What follows belongs to an exercise in optimizing a design on an open flow for small area, a short achievable clock period and few clock cycles; a production flow would make more cautious choices.
Function was checked by simulation only, so behaviour that the tests miss may differ from the original.
Power figures rest on the tool's default switching activity, not on a simulated workload.

[config.mk]
export PLATFORM = sky130hd
export DESIGN_NAME = bert_core
export DESIGN_NICKNAME = bert_core
export VERILOG_FILES = /design/flow/design.v
export SDC_FILE = /design/flow/constraint.sdc
export NUM_CORES = 4
export LEC_CHECK = 0
export CAP_MARGIN = 20
export CORE_MARGIN = 2
export CORE_UTILIZATION = 40
export SLEW_MARGIN = 20
[constraint.sdc]
create_clock -name core_clock -period 11.0 [get_ports {clk}]
set_input_delay 2.2000 -clock core_clock [delete_from_list [all_inputs] [get_ports {clk}]]
set_output_delay 2.2000 -clock core_clock [all_outputs]
set_load 0.01 [all_outputs]
[design.v]
module bert_core (
    input  wire        clk,
    input  wire        rst,
    input  wire        cmd_valid,
    output wire        cmd_ready,
    input  wire [63:0] cmd_data,
    output reg         rsp_valid,
    output reg  [3:0]  rsp_status,
    output reg  [63:0] rsp_value,
    output reg         mem_req,
    output reg         mem_we,
    output reg  [31:0] mem_addr,
    output reg  [7:0]  mem_wdata,
    input  wire        mem_gnt,
    input  wire [7:0]  mem_rdata
);
    localparam [3:0] ST_OK      = 4'd0;
    localparam [3:0] ST_ILLEGAL = 4'd1;
    localparam [3:0] ST_CONFIG  = 4'd2;
    localparam [3:0] ST_NOTCONF = 4'd3;
    localparam [3:0] ST_RANGE   = 4'd4;
    localparam [1:0] S_IDLE = 2'd0;
    localparam [1:0] S_DEC  = 2'd1;
    localparam [1:0] S_GEN  = 2'd2;
    localparam [1:0] S_RD   = 2'd3;
    function [31:0] tap_mask(input [5:0] n);
        case (n)
            6'd2:  tap_mask = 32'h00000003;
            6'd3:  tap_mask = 32'h00000006;
            6'd4:  tap_mask = 32'h0000000C;
            6'd5:  tap_mask = 32'h00000014;
            6'd6:  tap_mask = 32'h00000030;
            6'd7:  tap_mask = 32'h00000060;
            6'd8:  tap_mask = 32'h000000E1;
            6'd9:  tap_mask = 32'h00000110;
            6'd10: tap_mask = 32'h00000240;
            6'd11: tap_mask = 32'h00000500;
            6'd12: tap_mask = 32'h00000E08;
            6'd13: tap_mask = 32'h00001C80;
            6'd14: tap_mask = 32'h00003802;
            6'd15: tap_mask = 32'h00006000;
            6'd16: tap_mask = 32'h0000D008;
            6'd17: tap_mask = 32'h00012000;
            6'd18: tap_mask = 32'h00020400;
            6'd19: tap_mask = 32'h00072000;
            6'd20: tap_mask = 32'h00090000;
            6'd21: tap_mask = 32'h00140000;
            6'd22: tap_mask = 32'h00300000;
            6'd23: tap_mask = 32'h00420000;
            6'd24: tap_mask = 32'h00E10000;
            6'd25: tap_mask = 32'h01200000;
            6'd26: tap_mask = 32'h03880000;
            6'd27: tap_mask = 32'h07200000;
            6'd28: tap_mask = 32'h09000000;
            6'd29: tap_mask = 32'h14000000;
            6'd30: tap_mask = 32'h38000040;
            6'd31: tap_mask = 32'h48000000;
            6'd32: tap_mask = 32'hE0000200;
            default: tap_mask = 32'h00000000;
        endcase
    endfunction
    function slow_order(input [5:0] n);
        slow_order = (n < 6'd6) || (n == 6'd8) || (n == 6'd12) ||
                     (n == 6'd14) || (n == 6'd16);
    endfunction
    function [6:0] subsat(input [6:0] v, input [3:0] s);
        subsat = (v > {3'd0, s}) ? v - {3'd0, s} : 7'd0;
    endfunction
    function [3:0] pop8(input [7:0] v);
        reg [1:0] p0, p1, p2, p3;
        reg [2:0] q0, q1;
        begin
            p0 = {1'b0, v[0]} + {1'b0, v[1]};
            p1 = {1'b0, v[2]} + {1'b0, v[3]};
            p2 = {1'b0, v[4]} + {1'b0, v[5]};
            p3 = {1'b0, v[6]} + {1'b0, v[7]};
            q0 = {1'b0, p0} + {1'b0, p1};
            q1 = {1'b0, p2} + {1'b0, p3};
            pop8 = {1'b0, q0} + {1'b0, q1};
        end
    endfunction
    function [7:0] rev8(input [7:0] v);
        rev8 = {v[0], v[1], v[2], v[3], v[4], v[5], v[6], v[7]};
    endfunction
    reg [1:0]  st;
    reg        rdy;
    reg [7:0]  op;
    reg [23:0] len;           
    assign cmd_ready = rdy;
    wire fmt_o_ok = (len == 24'd0) && (mem_addr[31:6] == 26'd0);
    wire fmt_q_ok = (len == 24'd0) && (mem_addr == 32'd0);
    wire [5:0] c_order = mem_addr[5:0];
    wire is_gen_init = (op == 8'h10) && fmt_o_ok;
    wire is_gen_fill = (op == 8'h11);
    wire is_chk_init = (op == 8'h20) && fmt_o_ok;
    wire is_chk_chk  = (op == 8'h21);
    wire is_query    = (op[7:3] == 5'b00101) && (op[2:0] <= 3'd4) && fmt_q_ok;
    wire order_ok  = (c_order >= 6'd2) && (c_order <= 6'd32);
    wire [24:0] rsum      = {1'b0, mem_addr[23:0]} + {1'b0, len};
    wire        range_bad = (&mem_addr[31:24]) && rsum[24] && (rsum[23:0] != 24'd0);
    reg        gen_conf;
    reg [5:0]  gen_order;
    reg [31:0] gen_h;         
    reg        chk_conf;
    reg [5:0]  chk_order;
    reg        chk_sync;      
    reg [31:0] chk_h;         
    reg [5:0]  slack;         
    reg [6:0]  rem;           
    reg [5:0]  zr;            
    reg [6:0]  qr;            
    reg        clr;           
    reg [63:0] rx_v;  reg [7:1] rx_c;  reg rx_s;    
    reg [63:0] in_v;  reg [7:1] in_c;  reg in_s;
    reg [63:0] er_v;  reg [7:1] er_c;  reg er_s;
    reg [63:0] ls_v;  reg [7:1] ls_c;  reg ls_s;
    wire [63:0] rx_val = rx_s ? {64{1'b1}} : rx_v;
    wire [63:0] in_val = in_s ? {64{1'b1}} : in_v;
    wire [63:0] er_val = er_s ? {64{1'b1}} : er_v;
    wire [63:0] ls_val = ls_s ? {64{1'b1}} : ls_v;
    reg [31:0] tp;            
    reg        ser;           
    reg [23:0] cnt;           
    reg        cnt0, cnt1;    
    reg [7:0]  fifo [0:7];
    reg [2:0]  wp;            
    reg [2:0]  rp_s;          
    reg [2:0]  rp_c;          
    reg [2:0]  occ;           
    reg        rvd;           
    reg [31:0] hw;            
    reg [7:0]  pfx_s;         
    reg [2:0]  o_s;           
    reg [63:0] hist;          
    reg [7:0]  ebuf;          
    reg        va;
    reg [7:0]  xa;            
    reg [7:0]  ba;            
    reg [7:0]  nba;           
    reg [7:0]  xba;           
    reg [2:0]  oa;
    reg        vb;
    reg [7:0]  xb2, bb2, nb2;
    reg [2:0]  ob2;
    reg [4:0]  sk [0:7];      
    reg [7:0]  pfx_c;
    reg [2:0]  o_c;
    reg        fl;            
    reg [7:0]  c_ins;
    reg [7:0]  c_err;
    reg        c_loss;
    reg [3:0]  c_ins_n, c_err_n;
    wire gen_act   = (st == S_GEN);
    wire rd_grant  = mem_req && mem_gnt && !mem_we;
    wire pipe_busy = (occ != 3'd0) || va || vb || fl || rvd;
    wire rx_busy   = pipe_busy || (rx_c != 7'd0);
    wire chk_busy  = pipe_busy || (c_ins != 8'd0) || c_loss || (c_ins_n != 4'd0) ||
                     (in_c != 7'd0) || (er_c != 7'd0) || (ls_c != 7'd0) || clr;
    wire dec_wait  = (op == 8'h28) ? rx_busy : chk_busy;
    wire [7:0] fb = fifo[rp_s];
    wire [7:0] bb = rev8(fb);
    wire       pm = gen_act || chk_sync;       
    reg [7:0]  lt;            
    reg [7:0]  m;             
    reg [7:0]  nbnc;          
    reg [7:0]  th;            
    reg [7:0]  t;             
    reg [7:0]  nbv;           
    reg [31:0] hterms;
    reg [7:0]  bterms;
    integer    k, i;
    always @(*) begin
        for (k = 0; k < 8; k = k + 1) begin
            lt[k]   = (k < o_s);
            m[k]    = ser ? (k == o_s) : !lt[k];
            nbnc[k] = lt[k] ? pfx_s[k] : bb[k];
        end
        for (k = 0; k < 8; k = k + 1) begin
            for (i = 0; i < 32; i = i + 1)
                hterms[i] = (i >= k) ? (tp[i] & hw[i - k]) : 1'b0;
            th[k] = ^hterms;
            for (i = 0; i < 8; i = i + 1) begin
                if (i >= k)
                    bterms[i] = 1'b0;
                else if (i >= 4)
                    bterms[i] = tp[i] & nbv[k - 1 - i];
                else
                    bterms[i] = tp[i] & nbnc[k - 1 - i];
            end
            t[k]   = th[k] ^ (^bterms);
            nbv[k] = lt[k] ? pfx_s[k] : (pm ? t[k] : bb[k]);
        end
    end
    wire [7:0] x  = bb ^ t;
    wire [7:0] ea = m & x & {8{chk_sync}};
    wire [7:0] ebuf_n = ea | (~m & ebuf);
    wire [71:0] uvec;
    genvar gi;
    generate
        for (gi = 0; gi < 64; gi = gi + 1) begin : g_u
            assign uvec[gi] = hist[63 - gi];
        end
        for (gi = 0; gi < 8; gi = gi + 1) begin : g_ue
            assign uvec[64 + gi] = ebuf[gi];
        end
    endgenerate
    wire [5:0]  xsh = ~{chk_order[4:0], 1'b0} + 6'd1;    
    wire [71:0] xw  = uvec >> xsh;
    wire a_done   = !ser || (o_s == 3'd7);
    wire gen_step = !cnt0 && ((ser && (o_s != 3'd7)) || !mem_req || mem_gnt);
    wire a_chk    = !gen_act && !fl && (rp_s != wp);
    wire a_go     = gen_act ? gen_step : a_chk;
    reg [7:0] m1;
    reg [1:0] w [0:7];
    reg [2:0] p01, p23, p45, p67;
    reg [3:0] p03, p47;
    always @(*) begin
        for (k = 0; k < 8; k = k + 1) begin
            m1[k] = ser ? (k == oa) : (k >= oa);
            w[k]  = !m1[k] ? 2'd1 : {xa[k] & !xba[k], !(xa[k] ^ xba[k])};
        end
        p01 = {1'b0, w[0]} + {1'b0, w[1]};
        p23 = {1'b0, w[2]} + {1'b0, w[3]};
        p45 = {1'b0, w[4]} + {1'b0, w[5]};
        p67 = {1'b0, w[6]} + {1'b0, w[7]};
        p03 = {1'b0, p01} + {1'b0, p23};
        p47 = {1'b0, p45} + {1'b0, p67};
    end
    wire [4:0] s0 = {3'd0, w[0]};
    wire [4:0] s1 = {2'd0, p01};
    wire [4:0] s2 = {2'd0, p01} + {3'd0, w[2]};
    wire [4:0] s3 = {1'b0, p03};
    wire [4:0] s4 = {1'b0, p03} + {3'd0, w[4]};
    wire [4:0] s5 = {1'b0, p03} + {2'd0, p45};
    wire [4:0] s6 = {1'b0, p03} + ({2'd0, p45} + {3'd0, w[6]});
    wire [4:0] s7 = {1'b0, p03} + {1'b0, p47};
    wire [5:0] n  = chk_order;
    wire [6:0] n2 = {chk_order, 1'b0};
    reg [7:0] mb, le, mz;
    reg [3:0] ak;                      
    reg       full, zok, qz, cnd, lossk;
    reg [7:0] ev;
    always @(*) begin
        for (k = 0; k < 8; k = k + 1)
            mb[k] = ser ? (k == ob2) : (k >= ob2);
        for (k = 0; k < 8; k = k + 1) begin
            for (i = 0; i < 8; i = i + 1) begin
                le[i] = mb[i] && (i <= k);
                mz[i] = le[i] && ((i + n) > k);
            end
            if (ser) ak = (k >= ob2) ? 4'd1 : 4'd0;
            else     ak = (k >= ob2) ? (k + 1 - ob2) : 4'd0;
            full  = ({3'd0, ak} >= rem);
            cnd   = ((k + 1) >= (ob2 + n)) || ({2'd0, ak} >= zr);
            zok   = !(|(xb2 & mz)) && cnd;
            qz    = !(|(bb2 & le)) && ({3'd0, ak} >= qr);
            lossk = ({2'd0, sk[k]} > ({1'b0, slack} + k + 1));
            ev[k] = mb[k] && (chk_sync ? lossk : (full && zok && !qz));
        end
    end
    reg [7:0] cm;                      
    reg       anyev;
    reg [2:0] kend;                    
    always @(*) begin
        anyev = 1'b0;
        kend  = 3'd7;
        for (k = 0; k < 8; k = k + 1) begin
            cm[k] = mb[k] && !anyev;
            if (ev[k] && !anyev) kend = k;
            anyev = anyev || ev[k];
        end
        if (!anyev && ser) kend = ob2;
    end
    wire [3:0] a7  = ser ? 4'd1 : 4'd8 - {1'b0, ob2};
    wire       zx7 = !(|(mb & xb2));
    wire       zb7 = !(|(mb & bb2));
    reg  [3:0] r7, rq7;                
    always @(*) begin
        r7 = 4'd0; rq7 = 4'd0;
        for (k = 0; k < 8; k = k + 1) begin
            if (mb[k]) begin
                if (xb2[k]) r7 = 4'd0; else r7 = r7 + 4'd1;
                if (bb2[k]) rq7 = 4'd0; else rq7 = rq7 + 4'd1;
            end
        end
    end
    wire       b_go   = vb && !fl;
    wire       b_done = (kend == 3'd7);
    wire [7:0] nbf    = (cm & nb2) | (~cm & pfx_c);
    function [71:0] cnt_step(input [63:0] v, input [7:1] c, input [3:0] inc);
        reg [8:0] s;
        integer j;
        begin
            s = {1'b0, v[7:0]} + {5'd0, inc};
            cnt_step[7:0] = s[7:0];
            cnt_step[64]  = s[8];
            for (j = 1; j < 8; j = j + 1) begin
                cnt_step[8*j +: 8] = v[8*j +: 8] + {7'd0, c[j]};
                cnt_step[64 + j]   = c[j] & (&v[8*j +: 8]);
            end
        end
    endfunction
    wire [71:0] rx_n = cnt_step(rx_v, rx_c, {rvd, 3'b000});
    wire [71:0] in_n = cnt_step(in_v, in_c, c_ins_n);
    wire [71:0] er_n = cnt_step(er_v, er_c, c_err_n);
    wire [71:0] ls_n = cnt_step(ls_v, ls_c, {3'd0, c_loss});
    always @(posedge clk) begin
        if (rdy) begin
            op  <= cmd_data[63:56];
            len <= cmd_data[55:32];
        end
        if (rvd) begin
            fifo[wp] <= mem_rdata;
            wp       <= wp + 3'd1;
        end
        rvd <= rd_grant;
        occ <= occ + {2'd0, rd_grant} - {2'd0, b_go && b_done};
        if (clr) begin
            rx_v <= 64'd0; rx_c <= 7'd0; rx_s <= 1'b0;
            in_v <= 64'd0; in_c <= 7'd0; in_s <= 1'b0;
            er_v <= 64'd0; er_c <= 7'd0; er_s <= 1'b0;
            ls_v <= 64'd0; ls_c <= 7'd0; ls_s <= 1'b0;
        end else begin
            rx_v <= rx_n[63:0]; rx_c <= rx_n[70:64]; rx_s <= rx_s || rx_n[71];
            in_v <= in_n[63:0]; in_c <= in_n[70:64]; in_s <= in_s || in_n[71];
            er_v <= er_n[63:0]; er_c <= er_n[70:64]; er_s <= er_s || er_n[71];
            ls_v <= ls_n[63:0]; ls_c <= ls_n[70:64]; ls_s <= ls_s || ls_n[71];
        end
        clr <= 1'b0;
        va <= 1'b0;
        if (fl) begin
            hw    <= chk_h;
            pfx_s <= pfx_c;
            o_s   <= o_c;
            rp_s  <= rp_c;
            hist  <= 64'd0;
            ebuf  <= 8'd0;
        end else if (a_go) begin
            pfx_s <= nbv;
            if (a_done) begin
                o_s <= 3'd0;
                hw  <= {hw[23:0], rev8(nbv)};
            end else begin
                o_s <= o_s + 3'd1;
            end
            if (!gen_act) begin
                va    <= 1'b1;
                ebuf  <= ebuf_n;
                if (a_done) begin
                    rp_s <= rp_s + 3'd1;
                    hist <= {hist[55:0], rev8(ebuf_n)};
                end
            end
        end
        xa  <= x;
        ba  <= bb;
        nba <= nbv;
        xba <= xw[7:0];
        oa  <= o_s;
        vb    <= va && !fl;
        xb2   <= xa;
        bb2   <= ba;
        nb2   <= nba;
        ob2   <= oa;
        sk[0] <= s0; sk[1] <= s1; sk[2] <= s2; sk[3] <= s3;
        sk[4] <= s4; sk[5] <= s5; sk[6] <= s6; sk[7] <= s7;
        fl     <= 1'b0;
        c_ins  <= 8'd0;
        c_err  <= 8'd0;
        c_loss <= 1'b0;
        if (b_go) begin
            pfx_c <= nbf;
            if (b_done) begin
                o_c   <= 3'd0;
                chk_h <= {chk_h[23:0], rev8(nbf)};
                rp_c  <= rp_c + 3'd1;
            end else begin
                o_c <= kend + 3'd1;
            end
            if (chk_sync) begin
                c_ins  <= cm;
                c_err  <= cm & xb2;
                c_loss <= anyev;
            end
            if (anyev) begin
                fl       <= 1'b1;
                chk_sync <= !chk_sync;
                slack    <= n;
                rem      <= n2;
                zr       <= n;
                qr       <= n2;
            end else begin
                slack <= slack + 6'd8 - {1'b0, sk[7]};
                rem   <= subsat(rem, a7);
                zr    <= zx7 ? subsat({1'b0, zr}, a7) : subsat({1'b0, n}, r7);
                qr    <= zb7 ? subsat(qr, a7) : subsat(n2, rq7);
            end
        end
        c_ins_n <= pop8(c_ins);
        c_err_n <= pop8(c_err);
        rsp_valid <= 1'b0;
        case (st)
            S_IDLE: begin
                if (cmd_valid) begin
                    rdy <= 1'b0;
                    st  <= S_DEC;
                end
            end
            S_DEC: begin
                cnt  <= len;
                cnt0 <= (len == 24'd0);
                cnt1 <= (len == 24'd1);
                if (!dec_wait && is_gen_fill) begin
                    hw  <= gen_h;
                    tp  <= tap_mask(gen_order);
                    ser <= slow_order(gen_order);
                end
                if (!dec_wait && is_chk_chk) begin
                    hw  <= chk_h;
                    tp  <= tap_mask(chk_order);
                    ser <= slow_order(chk_order);
                end
                if (!dec_wait) begin
                    rsp_status <= ST_OK;
                    rsp_value  <= 64'd0;
                    rsp_valid  <= 1'b1;
                    rdy        <= 1'b1;
                    st         <= S_IDLE;
                    o_s        <= 3'd0;
                    if (is_gen_init) begin
                        if (!order_ok) rsp_status <= ST_CONFIG;
                        else begin
                            gen_conf  <= 1'b1;
                            gen_order <= c_order;
                            gen_h     <= 32'd1;
                        end
                    end else if (is_chk_init) begin
                        if (!order_ok) rsp_status <= ST_CONFIG;
                        else begin
                            chk_conf  <= 1'b1;
                            chk_order <= c_order;
                            chk_h     <= 32'd1;
                            chk_sync  <= 1'b0;
                            rem       <= {c_order, 1'b0};
                            zr        <= c_order;
                            qr        <= {c_order, 1'b0};
                            slack     <= c_order;
                            clr       <= 1'b1;
                        end
                    end else if (is_gen_fill) begin
                        if (!gen_conf) rsp_status <= ST_NOTCONF;
                        else if (range_bad) rsp_status <= ST_RANGE;
                        else if (len != 24'd0) begin
                            rsp_valid <= 1'b0;
                            rdy       <= 1'b0;
                            st        <= S_GEN;
                        end
                    end else if (is_chk_chk) begin
                        if (!chk_conf) rsp_status <= ST_NOTCONF;
                        else if (range_bad) rsp_status <= ST_RANGE;
                        else if (len != 24'd0) begin
                            rsp_valid <= 1'b0;
                            rdy       <= 1'b0;
                            st        <= S_RD;
                            mem_req   <= 1'b1;
                            mem_we    <= 1'b0;
                        end
                    end else if (is_query) begin
                        if (!chk_conf) rsp_status <= ST_NOTCONF;
                        else begin
                            case (op[2:0])
                                3'd0:    rsp_value <= rx_val;
                                3'd1:    rsp_value <= in_val;
                                3'd2:    rsp_value <= er_val;
                                3'd3:    rsp_value <= {63'd0, chk_sync};
                                default: rsp_value <= ls_val;
                            endcase
                        end
                    end else begin
                        rsp_status <= ST_ILLEGAL;
                    end
                end
            end
            S_GEN: begin
                if (gen_step && a_done) begin
                    mem_req   <= 1'b1;
                    mem_we    <= 1'b1;
                    mem_wdata <= rev8(nbv);
                    cnt       <= cnt - 24'd1;
                    cnt0      <= cnt1;
                    cnt1      <= (cnt == 24'd2);
                end else if (mem_req && mem_gnt) begin
                    mem_req <= 1'b0;
                    if (cnt0) begin
                        rsp_status <= ST_OK;
                        rsp_value  <= 64'd0;
                        rsp_valid  <= 1'b1;
                        rdy        <= 1'b1;
                        st         <= S_IDLE;
                        gen_h      <= hw;
                    end
                end
            end
            default: begin  
                if (mem_req && !mem_gnt) begin
                end else if (!cnt1 && ({1'b0, occ} + {3'd0, rd_grant}) <= 4'd5) begin
                    mem_req <= 1'b1;
                    cnt     <= cnt - 24'd1;
                    cnt1    <= (cnt == 24'd2);
                end else begin
                    mem_req <= 1'b0;
                    if (rd_grant && cnt1) begin
                        rsp_status <= ST_OK;
                        rsp_value  <= 64'd0;
                        rsp_valid  <= 1'b1;
                        rdy        <= 1'b1;
                        st         <= S_IDLE;
                    end
                end
            end
        endcase
        if (rdy) mem_addr <= cmd_data[31:0];
        else if (mem_req && mem_gnt) mem_addr <= mem_addr + 32'd1;
        if (rst) begin
            st        <= S_IDLE;
            rdy       <= 1'b1;
            rsp_valid <= 1'b0;
            mem_req   <= 1'b0;
            mem_we    <= 1'b0;
            gen_conf  <= 1'b0;
            chk_conf  <= 1'b0;
            o_s       <= 3'd0;
            wp        <= 3'd0;
            rp_s      <= 3'd0;
            rp_c      <= 3'd0;
            occ       <= 3'd0;
            rvd       <= 1'b0;
            va        <= 1'b0;
            vb        <= 1'b0;
            fl        <= 1'b0;
            clr       <= 1'b0;
            c_ins     <= 8'd0;
            c_err     <= 8'd0;
            c_loss    <= 1'b0;
            c_ins_n   <= 4'd0;
            c_err_n   <= 4'd0;
            rx_c      <= 7'd0;
            in_c      <= 7'd0;
            er_c      <= 7'd0;
            ls_c      <= 7'd0;
            rx_v[7:0] <= 8'd0;
            in_v[7:0] <= 8'd0;
            er_v[7:0] <= 8'd0;
            ls_v[7:0] <= 8'd0;
        end
    end
endmodule
[run.sh]
#!/bin/bash
# synth_recipe.tcl (not shown) runs the flow's synth.tcl, then flattens the netlist and writes it again
# the make line also repeats each setting of config.mk as NAME=value (left out here)
make -C /OpenROAD-flow-scripts/flow DESIGN_CONFIG=/design/flow/config.mk WORK_HOME=/design/flow/orfs CLKGATE_MAP_FILE= SYNTH_SCRIPT=/design/flow/synth_recipe.tcl finish
==> reports/metrics.yaml, run 1 <==
drtPass1Iterations: 6
final_util_pct: 45.8
max_slew_margin_pct: 23.8
ys_warn_count: 3
area_growth_pct: 13.4
cts_resized: 0
cp_slowest_cell: "dfxtp_1"
drc: 0
synthMostInstantiatedCell: "nand2_1"
finalHoldViolCount: 0
p_sw_share_pct: 36.0
ys_seq_area_share_pct: 40.7
synth_area_leader_cell: "dfxtp_1"
netlist_top_cells_area: "dfxtp_1 (23%), edfxtp_1 (17%), ha_1 (8.2%)"
placedCellCount: 8138
max_freq_mhz: 124
avgSynthCellArea_um2: 8.92
routed_wirelength_um: 174000
cts-root-buf: "clkbuf_16"
p_sw_w: 0.00482
vdd_drop_max_uv: 189
antenna_found_initial: 4
hold_path.class: "reg -> reg"
crit_top_cell: "ha_1"
synthArstFlopShare_pct: 0
htree_levels: 3
arrival_ns: 8.74
synth_edf_count: 324
setup_viol: 0
top_level_ports: 188
finalPower_w: 0.0134
cts_hold_buf: 0
via_per_inst: 5.55
seq_power_share_pct: 35.8
clk_path_buf_depth: 3
synth_cell_types: 101
drtAntennaViolNets: 0
clk_pin_slew_ns: 0.07
grt_setup_unrepaired: "false"
synthTopCellsByCount: "nand2_1 (905), dfxtp_1 (662), nor2_1 (660), ha_1 (370), a21oi_1 (358)"
layout-drive-gt1-share_pct: 6.80
finish.cell_count_without_fillers: 8347
total_leakage_power_nw: 25.1
period_needed_ns: 8.07
synth_top_flop_cell: "dfxtp_1"
tns_ns: 0
clockPowerShare_pct: 30.2
core_area_mm2: 0.140
path_class: "reg -> reg"
cts_setup_buffers: 0
worst_pin_slew_ns: 1.13
rows: 137
chipWidth_um: 380
syn_inst: 6327
initial_core_util_pct: 40.4
fin_crit_sh_pct: 73.4
slowest_delay_ns: 0.76
clock-sinks: 986
portBuffers: 186
nets: 6852
dr.first_iter.drc_count: 3573
grt_pass1_wl_um: 269000
groute.usage.overall_pct: 23.5
dp_hpwl_um: 125000
status: "complete, no violations"
grt_start_max_net_pins: 101
chipHeight_um: 380
endpoint_kind: "register"
p_per_area_mw_per_mm2: 209
num_vias: 46400
synth-seq-cells: 986
grt_pass1_vias: 44600
seq_area_mm2: 0.0230
worst-path-max-fanout: 15
cts_buffers: 109
cp.required_ns: 11.67
yosysTopAreaCellShare_pct: 23.5
cts_tree: "done"
internal-power_w: 0.00857
num-fill-cells: 13500
worst_hold_slack_ns: 0.315
wl_per_cell_um: 20.9
clkLatencyLatePin_ns: 0.78
cap_violations: 0
p_comb_share_pct: 34.0
multi_input_comb_area_mm2: 0.0315
synth_area_mm2: 0.0564
slew_violations: 0
die_area_mm2: 0.144
cp-start-kind: "register"
clock_skew_ns: 0.0825
place_congestion: 0.950
globalRouteOverflowTotal: 0
[path summary, 6_finish.rpt]
path                              from  endpoint  slack, ns  cells past startpoint
worst min-delay path            nba[1]    nb2[1]       0.32                      0
worst max register to register  ob2[0]     qr[1]       2.93                     34
worst min register to register  nba[1]    nb2[1]       0.32                      0
worst max-delay path            ob2[0]     qr[1]       2.93                     34
[logic make-up (layout without fill, tap and decap cells)]
group	count (synthesis)	after routing	share of synthesized area, %
muxes	204	204	4.85
buffers and inverters	531	662	3.76
adders and majority gates	403	403	9.38
AOI/OAI and AO/OA	1133	1133	12.2
DFF	986	986	40.7
other	1	14	0.00665
and+or+nand+nor	2565	2565	21.0
xor gates and xnor gates	504	504	8.00
[placed cells by master, fill, tap and decap left out, types with 121 or more instances in the layout]
master             n
clkdlybuf4s50_1  185
xor2_1           207
edfxtp_1         324
o21ai_0          310
nor2b_1          121
ha_1             368
nand2_1          905
a21oi_1          356
nand3_1          229
xnor2_1          288
dfxtp_1          658
inv_1            188
nor3_1           145
nor2_1           657
[critical path, delay by kind of cell, from the launching register on]
family          cells  cell delay (ns)
fa+ha+maj           9             2.67
simple gates       10             1.21
buf+inv             3             0.33
compound gates     11             2.63
mux                 1             0.40
flops               1             0.76
[cell type report]
| type | count | share of cell area (%) |
|---|---|---|
| Clock buffer | 136 | 4.68 |
| Inverter | 195 | 1.14 |
| Clock inverter | 72 | 1.63 |
| Antenna cell | 1 | 0.00391 |
| Multi-Input combinational cell | 4822 | 49.2 |
| Sequential cell | 986 | 35.9 |
| Timing Repair Buffer | 259 | 3.76 |
| Tap cell | 1876 | 3.67 |
[per-stage QoR]
step | setup WS, ns | instance area, um^2
after CTS | 3.18 | 64000
after global routing | 2.40 | 64000
after floorplan | 4.29 | 56500
final | 2.93 | 64000
after global placement | 3.27 | 59900
after detailed placement | 3.16 | 59900
[power groups by stage]
stage          logic, W  clock network [W]  registers (W)
6_report        0.00456            0.00404        0.00479
5_1_grt         0.00508            0.00426        0.00482
4_1_cts         0.00457            0.00412        0.00478
3_5_place_dp    0.00455                  0        0.00485
3_3_place_gp    0.00447                  0        0.00485
2_1_floorplan   0.00331                  0        0.00449
[registers in the layout, indices dropped and copies added, names as in the netlist, 24 cells and up, named ones only]
name,flops
er_v,64
fifo,64
hist,64
in_v,64
ls_v,64
rsp_value,64
rx_v,61
sk,33
chk_h,32
gen_h,32
hw,32
mem_addr,32
tp,32
cnt,24
len,24
[layer usage]
metal | up-vias | GRT usage, % | wire, um
li1 | 22100 | - | -
met1 | 22300 | 32.5 | 78100
met2 | 1646 | 37.4 | 78300
met3 | 328 | 3.45 | 11700
met4 | 0 | 8.34 | 6160
met5 | - | 0 | 0
Testbench counts, summed over its fixed seeds: cycles 22,852.
==> inputs of run 2 (changes only) <==
--- a/design.v
+++ b/design.v
@@ -20,8 +20,9 @@
     localparam [3:0] ST_NOTCONF = 4'd3;
     localparam [3:0] ST_RANGE   = 4'd4;
-    localparam [1:0] S_IDLE = 2'd0;
-    localparam [1:0] S_DEC  = 2'd1;
-    localparam [1:0] S_GEN  = 2'd2;
-    localparam [1:0] S_RD   = 2'd3;
+    localparam [2:0] S_IDLE = 3'd0;
+    localparam [2:0] S_DEC  = 3'd1;
+    localparam [2:0] S_GEN  = 3'd2;
+    localparam [2:0] S_RD   = 3'd3;
+    localparam [2:0] S_DEC2 = 3'd4;    
     function [31:0] tap_mask(input [5:0] n);
         case (n)
@@ -83,5 +84,6 @@
         rev8 = {v[0], v[1], v[2], v[3], v[4], v[5], v[6], v[7]};
     endfunction
-    reg [1:0]  st;
+    reg [2:0]  st;
+    reg        rb;            
     reg        rdy;
     reg [7:0]  op;
@@ -99,4 +101,6 @@
     wire [24:0] rsum      = {1'b0, mem_addr[23:0]} + {1'b0, len};
     wire        range_bad = (&mem_addr[31:24]) && rsum[24] && (rsum[23:0] != 24'd0);
+    wire        hi_addr   = (&mem_addr[31:24]) && (st == S_DEC);
+    wire        rbad      = (st == S_DEC2) && rb;
     reg        gen_conf;
     reg [5:0]  gen_order;
@@ -129,4 +133,5 @@
     reg [2:0]  occ;           
     reg        rvd;           
+    reg [7:0]  head;          
     reg [31:0] hw;            
     reg [7:0]  pfx_s;         
@@ -141,7 +146,7 @@
     reg [2:0]  oa;
     reg        vb;
-    reg [7:0]  xb2, bb2, nb2;
+    reg [7:0]  evb;           
+    reg [7:0]  xb2, nb2, mb2;
     reg [2:0]  ob2;
-    reg [4:0]  sk [0:7];      
     reg [7:0]  pfx_c;
     reg [2:0]  o_c;
@@ -158,6 +163,5 @@
                      (in_c != 7'd0) || (er_c != 7'd0) || (ls_c != 7'd0) || clr;
     wire dec_wait  = (op == 8'h28) ? rx_busy : chk_busy;
-    wire [7:0] fb = fifo[rp_s];
-    wire [7:0] bb = rev8(fb);
+    wire [7:0] bb = rev8(head);
     wire       pm = gen_act || chk_sync;       
     reg [7:0]  lt;            
@@ -211,8 +215,12 @@
     wire a_chk    = !gen_act && !fl && (rp_s != wp);
     wire a_go     = gen_act ? gen_step : a_chk;
+    wire [2:0] rp_s_n = fl ? rp_c : ((a_chk && a_done) ? rp_s + 3'd1 : rp_s);
+    wire [5:0] n  = chk_order;
+    wire [6:0] n2 = {chk_order, 1'b0};
     reg [7:0] m1;
     reg [1:0] w [0:7];
     reg [2:0] p01, p23, p45, p67;
     reg [3:0] p03, p47;
+    reg [4:0] sk [0:7];       
     always @(*) begin
         for (k = 0; k < 8; k = k + 1) begin
@@ -226,61 +234,59 @@
         p03 = {1'b0, p01} + {1'b0, p23};
         p47 = {1'b0, p45} + {1'b0, p67};
+        sk[0] = {3'd0, w[0]};
+        sk[1] = {2'd0, p01};
+        sk[2] = {2'd0, p01} + {3'd0, w[2]};
+        sk[3] = {1'b0, p03};
+        sk[4] = {1'b0, p03} + {3'd0, w[4]};
+        sk[5] = {1'b0, p03} + {2'd0, p45};
+        sk[6] = {1'b0, p03} + ({2'd0, p45} + {3'd0, w[6]});
+        sk[7] = {1'b0, p03} + {1'b0, p47};
     end
-    wire [4:0] s0 = {3'd0, w[0]};
-    wire [4:0] s1 = {2'd0, p01};
-    wire [4:0] s2 = {2'd0, p01} + {3'd0, w[2]};
-    wire [4:0] s3 = {1'b0, p03};
-    wire [4:0] s4 = {1'b0, p03} + {3'd0, w[4]};
-    wire [4:0] s5 = {1'b0, p03} + {2'd0, p45};
-    wire [4:0] s6 = {1'b0, p03} + ({2'd0, p45} + {3'd0, w[6]});
-    wire [4:0] s7 = {1'b0, p03} + {1'b0, p47};
-    wire [5:0] n  = chk_order;
-    wire [6:0] n2 = {chk_order, 1'b0};
-    reg [7:0] mb, le, mz;
-    reg [3:0] ak;                      
+    function [3:0] act_upto(input [2:0] o, input s, input integer kk);
+        act_upto = (kk < o) ? 4'd0 : (s ? 4'd1 : kk + 1 - o);
+    endfunction
+    reg [7:0] le, mz;
+    reg [3:0] ak;
     reg       full, zok, qz, cnd, lossk;
     reg [7:0] ev;
     always @(*) begin
-        for (k = 0; k < 8; k = k + 1)
-            mb[k] = ser ? (k == ob2) : (k >= ob2);
         for (k = 0; k < 8; k = k + 1) begin
             for (i = 0; i < 8; i = i + 1) begin
-                le[i] = mb[i] && (i <= k);
+                le[i] = m1[i] && (i <= k);
                 mz[i] = le[i] && ((i + n) > k);
             end
-            if (ser) ak = (k >= ob2) ? 4'd1 : 4'd0;
-            else     ak = (k >= ob2) ? (k + 1 - ob2) : 4'd0;
+            ak    = act_upto(oa, ser, k);
             full  = ({3'd0, ak} >= rem);
-            cnd   = ((k + 1) >= (ob2 + n)) || ({2'd0, ak} >= zr);
-            zok   = !(|(xb2 & mz)) && cnd;
-            qz    = !(|(bb2 & le)) && ({3'd0, ak} >= qr);
+            cnd   = ((k + 1) >= (oa + n)) || ({2'd0, ak} >= zr);
+            zok   = !(|(xa & mz)) && cnd;
+            qz    = !(|(ba & le)) && ({3'd0, ak} >= qr);
             lossk = ({2'd0, sk[k]} > ({1'b0, slack} + k + 1));
-            ev[k] = mb[k] && (chk_sync ? lossk : (full && zok && !qz));
+            ev[k] = m1[k] && (chk_sync ? lossk : (full && zok && !qz));
         end
     end
-    reg [7:0] cm;                      
-    reg       anyev;
-    reg [2:0] kend;                    
+    wire [3:0] a7  = ser ? 4'd1 : 4'd8 - {1'b0, oa};
+    wire [7:0] xm  = m1 & xa;
+    wire [7:0] bm  = m1 & ba;
+    wire       zx7 = !(|xm);
+    wire       zb7 = !(|bm);
+    reg  [3:0] r7, rq7;
     always @(*) begin
-        anyev = 1'b0;
-        kend  = 3'd7;
+        r7 = 4'd0; rq7 = 4'd0;
         for (k = 0; k < 8; k = k + 1) begin
-            cm[k] = mb[k] && !anyev;
-            if (ev[k] && !anyev) kend = k;
-            anyev = anyev || ev[k];
+            if (xm[k]) r7  = 4'd7 - k;
+            if (bm[k]) rq7 = 4'd7 - k;
         end
-        if (!anyev && ser) kend = ob2;
+        if (ser) begin r7 = 4'd0; rq7 = 4'd0; end
     end
-    wire [3:0] a7  = ser ? 4'd1 : 4'd8 - {1'b0, ob2};
-    wire       zx7 = !(|(mb & xb2));
-    wire       zb7 = !(|(mb & bb2));
-    reg  [3:0] r7, rq7;                
+    reg [7:0] cm;                      
+    reg       anyev;
+    reg [2:0] kend;                    
     always @(*) begin
-        r7 = 4'd0; rq7 = 4'd0;
+        anyev = 1'b0;
+        kend  = ser ? ob2 : 3'd7;
         for (k = 0; k < 8; k = k + 1) begin
-            if (mb[k]) begin
-                if (xb2[k]) r7 = 4'd0; else r7 = r7 + 4'd1;
-                if (bb2[k]) rq7 = 4'd0; else rq7 = rq7 + 4'd1;
-            end
+            cm[k] = mb2[k] && !anyev;
+            if (evb[k] && !anyev) kend = k;
+            anyev = anyev || evb[k];
         end
     end
@@ -314,4 +320,5 @@
             wp       <= wp + 3'd1;
         end
+        head <= (rvd && (wp == rp_s_n)) ? mem_rdata : fifo[rp_s_n];
         rvd <= rd_grant;
         occ <= occ + {2'd0, rd_grant} - {2'd0, b_go && b_done};
@@ -358,11 +365,21 @@
         xba <= xw[7:0];
         oa  <= o_s;
-        vb    <= va && !fl;
-        xb2   <= xa;
-        bb2   <= ba;
-        nb2   <= nba;
-        ob2   <= oa;
-        sk[0] <= s0; sk[1] <= s1; sk[2] <= s2; sk[3] <= s3;
-        sk[4] <= s4; sk[5] <= s5; sk[6] <= s6; sk[7] <= s7;
+        vb  <= va && !fl;
+        evb <= ev;
+        xb2 <= xa;
+        nb2 <= nba;
+        mb2 <= m1;
+        ob2 <= oa;
+        if (fl) begin
+            slack <= n;
+            rem   <= n2;
+            zr    <= n;
+            qr    <= n2;
+        end else if (va) begin
+            slack <= slack + 6'd8 - {1'b0, sk[7]};
+            rem   <= subsat(rem, a7);
+            zr    <= zx7 ? subsat({1'b0, zr}, a7) : subsat({1'b0, n}, r7);
+            qr    <= zb7 ? subsat(qr, a7) : subsat(n2, rq7);
+        end
         fl     <= 1'b0;
         c_ins  <= 8'd0;
@@ -386,13 +403,4 @@
                 fl       <= 1'b1;
                 chk_sync <= !chk_sync;
-                slack    <= n;
-                rem      <= n2;
-                zr       <= n;
-                qr       <= n2;
-            end else begin
-                slack <= slack + 6'd8 - {1'b0, sk[7]};
-                rem   <= subsat(rem, a7);
-                zr    <= zx7 ? subsat({1'b0, zr}, a7) : subsat({1'b0, n}, r7);
-                qr    <= zb7 ? subsat(qr, a7) : subsat(n2, rq7);
             end
         end
@@ -407,5 +415,5 @@
                 end
             end
-            S_DEC: begin
+            S_DEC, S_DEC2: begin
                 cnt  <= len;
                 cnt0 <= (len == 24'd0);
@@ -450,5 +458,10 @@
                     end else if (is_gen_fill) begin
                         if (!gen_conf) rsp_status <= ST_NOTCONF;
-                        else if (range_bad) rsp_status <= ST_RANGE;
+                        else if (hi_addr) begin
+                            rsp_valid <= 1'b0;
+                            rdy       <= 1'b0;
+                            st        <= S_DEC2;
+                            rb        <= range_bad;
+                        end else if (rbad) rsp_status <= ST_RANGE;
                         else if (len != 24'd0) begin
                             rsp_valid <= 1'b0;
@@ -458,5 +471,10 @@
                     end else if (is_chk_chk) begin
                         if (!chk_conf) rsp_status <= ST_NOTCONF;
-                        else if (range_bad) rsp_status <= ST_RANGE;
+                        else if (hi_addr) begin
+                            rsp_valid <= 1'b0;
+                            rdy       <= 1'b0;
+                            st        <= S_DEC2;
+                            rb        <= range_bad;
+                        end else if (rbad) rsp_status <= ST_RANGE;
                         else if (len != 24'd0) begin
                             rsp_valid <= 1'b0;
--- a/config.mk
+++ b/config.mk
@@ -9,3 +9,4 @@
 export CORE_MARGIN = 2
 export CORE_UTILIZATION = 40
+export SETUP_SLACK_MARGIN = 5
 export SLEW_MARGIN = 20
==> run 2 against run 1 <==
- still clean
- combinational power up 140%
- hold slack better by 0.0090 ns
- fmax increased by 36%
- sequential power is 2% higher
- non-clock buffer count increased by 27
- synthesized cell count is 5.2% lower
- global-route usage up 0.31 points
- power is 46% higher
- core utilization rose by 0.14 points
- critical path type unchanged
- critical endpoint is now slack[5]
- largest cell class unchanged
==> reports/metrics.yaml, run 2 <==
portBuffers: 186  # unchanged
clk_pin_slew_ns: 0.07  # about the same
path_class: "reg -> reg"  # unchanged
synth-seq-cells: 963  # was 986
area_growth_pct: 14.3  # was 13.4%
cts_tree: "done"  # unchanged
timing.rr.end: "slack[5]"  # was qr[1]
r2r_setup_slack_ns: 5.05  # was 2.93 ns
grt_start_max_net_pins: 104  # was 101
final_cell_mix: "nand2_1 (853), dfxtp_1 (629), o21ai_0 (475)"  # was nand2_1 (905), dfxtp_1 (658), nor2_1 (657)
wl_per_cell_um: 21.1  # was 20.9 um
syn_inst: 5997  # was 6,327
total_leakage_power_nw: 24.6  # was 25.1 nW
routed_wirelength_um: 168000  # was 174,000 um
grt_pass1_wl_um: 257000  # was 269,000 um
drtPass1Iterations: 6  # unchanged
min_from: "nba[4]"  # was nba[1]
synth_top_flop_cell: "dfxtp_1"  # unchanged
chipHeight_um: 372  # was 380 um
antenna_found_initial: 12  # was 4
netlist_top_cells_area: "dfxtp_1 (24%), edfxtp_1 (18%), ha_1 (8.2%)"  # was dfxtp_1 (23%), edfxtp_1 (17%), ha_1 (8.2%)
worst-path-max-fanout: 5  # was 15
htree_levels: 3  # unchanged
cp-start-kind: "register"  # unchanged
core_area_mm2: 0.135  # was 0.140 mm^2
ys_seq_area_share_pct: 41.5  # was 40.7%
status: "complete, no violations"  # unchanged
chipWidth_um: 372  # was 380 um
globalRouteOverflowTotal: 0  # unchanged
synth_area_leader_cell: "dfxtp_1"  # unchanged
cts-root-buf: "clkbuf_16"  # unchanged
synth_cell_types: 94  # was 101
max_freq_mhz: 168  # was 124 MHz
endpoint_kind: "register"  # unchanged
die_area_mm2: 0.139  # was 0.144 mm^2
num_vias: 44100  # was 46.4k
synthArstFlopShare_pct: 0  # unchanged
whs_endpoint: "nb2[4]"  # was nb2[1]
reg2reg_from: "oa[1]"  # was ob2[0]
drc: 0  # unchanged
vdd_drop_max_uv: 546  # was 189 uV
rows: 135  # was 137
synth_area_mm2: 0.0543  # was 0.0564 mm^2
grt_pass1_vias: 42600  # was 44.6k
layout-drive-gt1-share_pct: 8.02  # was 6.80%
period_needed_ns: 5.95  # was 8.07 ns
cts_buffers: 105  # was 109
nets: 6543  # was 6,852
slew_violations: 0  # unchanged
avgSynthCellArea_um2: 9.06  # was 8.92 um^2
setup_viol: 0  # unchanged
p_per_area_mw_per_mm2: 315  # was 209 mW/mm^2
hold_path.class: "reg -> reg"  # unchanged
tns_ns: 0  # unchanged
clock-sinks: 963  # was 986
r2r_cells: 27  # was 34
dp_hpwl_um: 119000  # was 125,000 um
worst_pin_slew_ns: 1.16  # was 1.13 ns
synth_edf_count: 325  # was 324
top_level_ports: 188  # unchanged
dr.first_iter.drc_count: 3973  # was 3,573
worst_hold_slack_ns: 0.324  # was 0.315 ns
groute.usage.overall_pct: 23.8  # was 23.5%
initial_core_util_pct: 40.2  # was 40.4%
cap_violations: 0  # unchanged
place_congestion: 0.961  # was 0.950
yosysTopAreaCellShare_pct: 23.5  # about the same
clk_path_buf_depth: 3  # unchanged
fin_crit_sh_pct: 54.1  # was 73.4%
synthMostInstantiatedCell: "nand2_1"  # unchanged
drtAntennaViolNets: 0  # unchanged
max_slew_margin_pct: 22.0  # was 23.8%
cp.required_ns: 11.62  # was 11.67 ns
clock_skew_ns: 0.0366  # was 0.0825 ns
clkLatencyLatePin_ns: 0.74  # was 0.78 ns
ys_warn_count: 3  # unchanged
layout_commonest_cell: "nand2_1"  # unchanged
via_per_inst: 5.55  # about the same
synthTopCellsByCount: "nand2_1 (854), dfxtp_1 (638), nor2_1 (478), o21ai_0 (477), ha_1 (357)"  # was nand2_1 (905), dfxtp_1 (662), nor2_1 (660), ha_1 (370), a21oi_1 (358)
finalHoldViolCount: 0  # unchanged
whs_path_depth: 0  # unchanged
arrival_ns: 6.57  # was 8.74 ns
grt_setup_unrepaired: "true"  # was false
==> run 2: cell types whose count changed in the layout (fill, tap and decap cells not counted), sizes merged, moves of 29 or more <==
cell | previous run | this run
nand3 | 229 | 259
nand2 | 906 | 856
mux2 | 69 | 35
nor2 | 660 | 479
nand3b | 75 | 4
o21ai | 315 | 488
a21oi | 359 | 330
mux4 | 47 | 78
==> run 2: logic make-up after synthesis <==
kind of cell | after synthesis | share of synthesized area (%)
compound gates | 1206 | 12.8
xor+xnor | 515 | 8.54
fa+ha+maj | 389 | 9.39
buf+inv | 503 | 3.56
flops | 963 | 41.5
mux | 179 | 5.24
other cells | 1 | 0.00690
simple gates | 2241 | 19.0
==> run 2: worst max-delay path by stage <==
| stage | to | startpoint | slack, ns | cells after the start |
|---|---|---|---|---|
| after floorplan | slack[5] | oa[2] | 5.00 | 31 |
| after global placement | slack[5] | oa[2] | 4.29 | 30 |
| after detailed placement | slack[5] | oa[2] | 4.33 | 30 |
| after CTS | slack[5] | oa[1] | 5.01 | 28 |
| after global routing | slack[5] | oa[1] | 4.79 | 29 |
| final | slack[5] | oa[1] | 5.05 | 27 |
==> run 2: timing repair <==
action,4_1_cts,5_1_grt
hold buffers,0,0
cloned,2,0
endpoints found under the setup margin,4,2
gates resized for setup,39,14
setup buffers,16,12
pin swaps,20,25
==> run 2: power by group <==
group / switching (W) / internal, W
logic: 0.00607 / 0.00495
registers: 0.000673 / 0.00423
clock network: 0.00157 / 0.00210
total: 0.00831 / 0.0113
==> run 2: layout make-up <==
class / count / area, um^2
clock inverter: 61 / 637
multi-input combinational: 4543 / 30300
antenna: 4 / 10.0
inverter: 180 / 691
tap: 1781 / 2230
timing repair buffer: 286 / 2670
sequential: 963 / 22600
fill: 13000 / 73100
clock buffer: 138 / 2950
==> run 2: through the flow <==
stage | total power, W | std cells | instance area (um^2) | setup WS (ns) | util, %
after detailed placement | 0.0148 | 7723 | 57900 | 4.33 | 42.9
after CTS | 0.0193 | 7940 | 61900 | 5.01 | 45.8
after floorplan | 0.0117 | 6009 | 54400 | 5.00 | -
after global placement | 0.0148 | 7723 | 57900 | 4.29 | 42.9
after global routing | 0.0207 | 7953 | 62100 | 4.79 | 45.9
final | 0.0196 | 7956 | 62100 | 5.05 | 45.9
==> run 2: critical path: stages, from the launching register on <==
cell and delay, ns:
dfxtp_4 0.37, inv_6 0.05, ha_4 0.17, ha_4 0.17, nor2_4 0.16, nor2_2 0.07, inv_1 0.06, ha_2 0.16
inv_2 0.04, fa_2 0.55, inv_2 0.05, fa_1 0.48, ha_4 0.31, inv_4 0.04, fa_2 0.52, inv_2 0.05
fa_2 0.48, ha_4 0.20, xor2_2 0.18, ha_1 0.37, fa_2 0.43, a21o_1 0.20, a21oi_2 0.12, xor2_1 0.16
nand2_1 0.09, xnor2_1 0.16, o21ai_1 0.14, nand2_1 0.06
==> run 2: metal layers <==
layer	track usage, %	up-vias	routed length (um)
li1	-	21100	-
met1	31.9	21200	72600
met2	38.8	1503	77100
met3	4.24	290	12400
met4	8.03	8	5590
met5	0	-	49
Testbench counts of run 2, summed over its fixed seeds: cycles 22,852.
==> inputs of run 3 (changes only) <==
--- a/config.mk
+++ b/config.mk
@@ -9,4 +9,3 @@
 export CORE_MARGIN = 2
 export CORE_UTILIZATION = 40
-export SETUP_SLACK_MARGIN = 5
 export SLEW_MARGIN = 20
==> run 3 against run 2 <==
- still clean
- combinational power is 12% lower
- global-route usage down 0.11 points
- critical path depth rose by 3
- register-to-register slack got worse by 1.5 ns
- critical path type unchanged
==> reports/metrics.yaml, run 3 <==
yosysTopAreaCellShare_pct: 23.5  # unchanged
cts-root-buf: "clkbuf_16"  # unchanged
drc: 0  # unchanged
tns_ns: 0  # unchanged
portBuffers: 186  # unchanged
place_congestion: 0.959  # was 0.961
routed_wirelength_um: 167000  # was 168,000 um
finalHoldViolCount: 0  # unchanged
synth_area_mm2: 0.0543  # unchanged
cts_hold_buf: 0  # unchanged
slew_violations: 0  # unchanged
rows: 135  # unchanged
crit_path_start: "oa[2]"  # was oa[1]
r2r_setup_slack_ns: 3.51  # was 5.05 ns
dp_hpwl_um: 119000  # about the same
cp.required_ns: 11.60  # was 11.62 ns
synth_cell_types: 94  # unchanged
p_comb_share_pct: 53.3  # was 56.3%
grt_setup_unrepaired: "false"  # was true
cp_slowest_cell: "dfxtp_1"  # was fa_2
via_per_inst: 5.54  # was 5.55
min_from: "nba[1]"  # was nba[4]
num_vias: 43900  # was 44.1k
layout_commonest_cell: "nand2_1"  # unchanged
status: "complete, no violations"  # unchanged
synth_top_flop_cell: "dfxtp_1"  # unchanged
max_slew_margin_pct: 24.5  # was 22.0%
avgSynthCellArea_um2: 9.06  # unchanged
p_sw_share_pct: 41.9  # was 42.5%
grt_pass1_vias: 42500  # was 42.6k
syn_inst: 5997  # unchanged
placedCellCount: 7723  # unchanged
ys_warn_count: 3  # unchanged
synth_area_leader_cell: "dfxtp_1"  # unchanged
synthMostInstantiatedCell: "nand2_1"  # unchanged
cts_tree: "done"  # unchanged
total_leakage_power_nw: 24.5  # was 24.6 nW
setup_viol: 0  # unchanged
finish.cell_count_without_fillers: 7924  # was 7,956
hold_path.class: "reg -> reg"  # unchanged
layout-drive-gt1-share_pct: 6.56  # was 8.02%
synthArstFlopShare_pct: 0  # unchanged
cts_resized: 0  # was 39
slowest_delay_ns: 0.65  # was 0.55 ns
initial_core_util_pct: 40.2  # unchanged
top_level_ports: 188  # unchanged
reg2reg_from: "oa[2]"  # was oa[1]
crit_top_cell: "inv_1"
dr.first_iter.drc_count: 3819  # was 3,973
cts_setup_buffers: 0  # was 16
netlist_top_cells_area: "dfxtp_1 (24%), edfxtp_1 (18%), ha_1 (8.2%)"  # unchanged
groute.usage.overall_pct: 23.7  # was 23.8%
synth_edf_count: 325  # unchanged
wl_per_cell_um: 21.0  # was 21.1 um
worst_hold_slack_ns: 0.327  # was 0.324 ns
worst-path-max-fanout: 13  # was 5
core_area_mm2: 0.135  # unchanged
grt_pass1_wl_um: 256000  # was 257,000 um
die_area_mm2: 0.139  # unchanged
clk_pin_slew_ns: 0.07  # about the same
arrival_ns: 8.10  # was 6.57 ns
htree_levels: 3  # unchanged
cap_violations: 0  # unchanged
clockPowerShare_pct: 19.8  # was 18.7%
drtPass1Iterations: 7  # was 6
vdd_drop_max_uv: 391  # was 546 uV
grt_start_max_net_pins: 119  # was 104
chipHeight_um: 372  # unchanged
finalPower_w: 0.0183  # was 0.0196 W
drtAntennaViolNets: 0  # unchanged
internal-power_w: 0.0106  # was 0.0113 W
worst_pin_slew_ns: 1.12  # was 1.16 ns
ys_seq_area_share_pct: 41.5  # unchanged
n_antenna_cell: 0  # was 4
globalRouteOverflowTotal: 0  # unchanged
synth-seq-cells: 963  # unchanged
p_per_area_mw_per_mm2: 297  # was 315 mW/mm^2
fin_crit_sh_pct: 68.1  # was 54.1%
clkLatencyLatePin_ns: 0.75  # was 0.74 ns
path_class: "reg -> reg"  # unchanged
cts_buffers: 106  # was 105
clock_skew_ns: 0.0367  # was 0.0366 ns
clock-sinks: 963  # unchanged
max_freq_mhz: 133  # was 168 MHz
seq_power_share_pct: 26.9  # was 25.0%
period_needed_ns: 7.49  # was 5.95 ns
final_cell_mix: "nand2_1 (854), dfxtp_1 (632), o21ai_0 (477)"  # was nand2_1 (853), dfxtp_1 (629), o21ai_0 (475)
clk_path_buf_depth: 3  # unchanged
cp-start-kind: "register"  # unchanged
chipWidth_um: 372  # unchanged
p_sw_w: 0.00765  # was 0.00831 W
antenna_found_initial: 6  # was 12
area_growth_pct: 13.2  # was 14.3%
nets: 6515  # was 6,543
endpoint_kind: "register"  # unchanged
synthTopCellsByCount: "nand2_1 (854), dfxtp_1 (638), nor2_1 (478), o21ai_0 (477), ha_1 (357)"  # unchanged
==> run 3: cell counts after synthesis <==
No cell type changed its count.
==> run 3: routing by layer <==
metal | vias up | global-route usage, % | share of wire (%)
li1 | 21100 | - | -
met1 | 21100 | 30.7 | 43
met2 | 1397 | 38.9 | 46
met3 | 329 | 4.25 | 6.2
met4 | 2 | 9.96 | 4.4
met5 | - | 0 | 0.0078
==> run 3: cell families after synthesis <==
kind of cell    Yosys count  share of synthesized area (%)
xor+xnor                515                           8.54
fa+ha+maj               389                           9.39
mux                     179                           5.24
other cells               1                        0.00690
compound gates         1206                           12.8
simple gates           2241                           19.0
flops                   963                           41.5
buf+inv                 503                           3.56
==> run 3: final cells by class <==
type,instances,area (um^2)
clock buffers,152,3070
clock inverters,48,477
fillers,13100,73700
inverters,180,678
multi-input cells,4543,30100
flip-flops and latches,963,22500
well taps,1781,2230
repair buffers,257,2430
==> run 3: power by group through the flow <==
stage / clock network (W) / logic (W) / registers (W)
final: 0.00362 / 0.00973 / 0.00491
after global routing: 0.00383 / 0.0106 / 0.00495
after CTS: 0.00370 / 0.00970 / 0.00489
after detailed placement: 0 / 0.00962 / 0.00496
after global placement: 0 / 0.00965 / 0.00496
after floorplan: 0 / 0.00708 / 0.00460
==> run 3: critical path: cells and delay by family, from the launching register on <==
kind	cells	cell delay, ns
xor+xnor	3	0.57
fa+ha+maj	10	3.77
compound gates	4	0.72
flops	1	0.65
simple gates	5	0.72
buf+inv	8	0.93
==> run 3: final timing paths <==
check | endpoint | cells past startpoint
min reg2reg | nb2[1] | 0
max | slack[5] | 30
max reg2reg | slack[5] | 30
min | nb2[1] | 0
==> run 3: metrics by stage <==
step / utilization, % / area (um^2) / setup slack [ns]
after global placement: 42.8 / 57900 / 3.57
final: 45.5 / 61500 / 3.51
after detailed placement: 42.8 / 57900 / 3.61
after global routing: 45.5 / 61500 / 2.94
after CTS: 45.5 / 61400 / 3.54
after floorplan: - / 54400 / 0.303

[static timing again, ports no longer ideal]
Ports are ideal in the flow. The routed layouts listed here were re-timed in OpenROAD.
Step 1 (the two cells are an assumption about what drives the block):
set clk [get_ports {clk}]
set_driving_cell -lib_cell sky130_fd_sc_hd__clkbuf_16 $clk
set_driving_cell -lib_cell sky130_fd_sc_hd__buf_2 [delete_from_list [all_inputs] $clk]
Step 2 moves the port delays by t, midway between the first and last clock arrival at a register: inputs arrive t later, outputs are due t later. That takes back most of the time a late clock gives input paths.
Slacks: ideal ports / drivers / drivers and shift; pairs: ideal ports / drivers.
run	t, ns	setup slack, ns	worst register clock-pin slew, ns
run 1	0.826	2.930 / 2.930 / 2.930	0.07 / 0.07
run 2	0.803	5.050 / 5.050 / 5.050	0.07 / 0.07
run 3	0.805	3.507 / 3.507 / 3.507	0.07 / 0.07
After both steps every run listed still meets setup and hold.
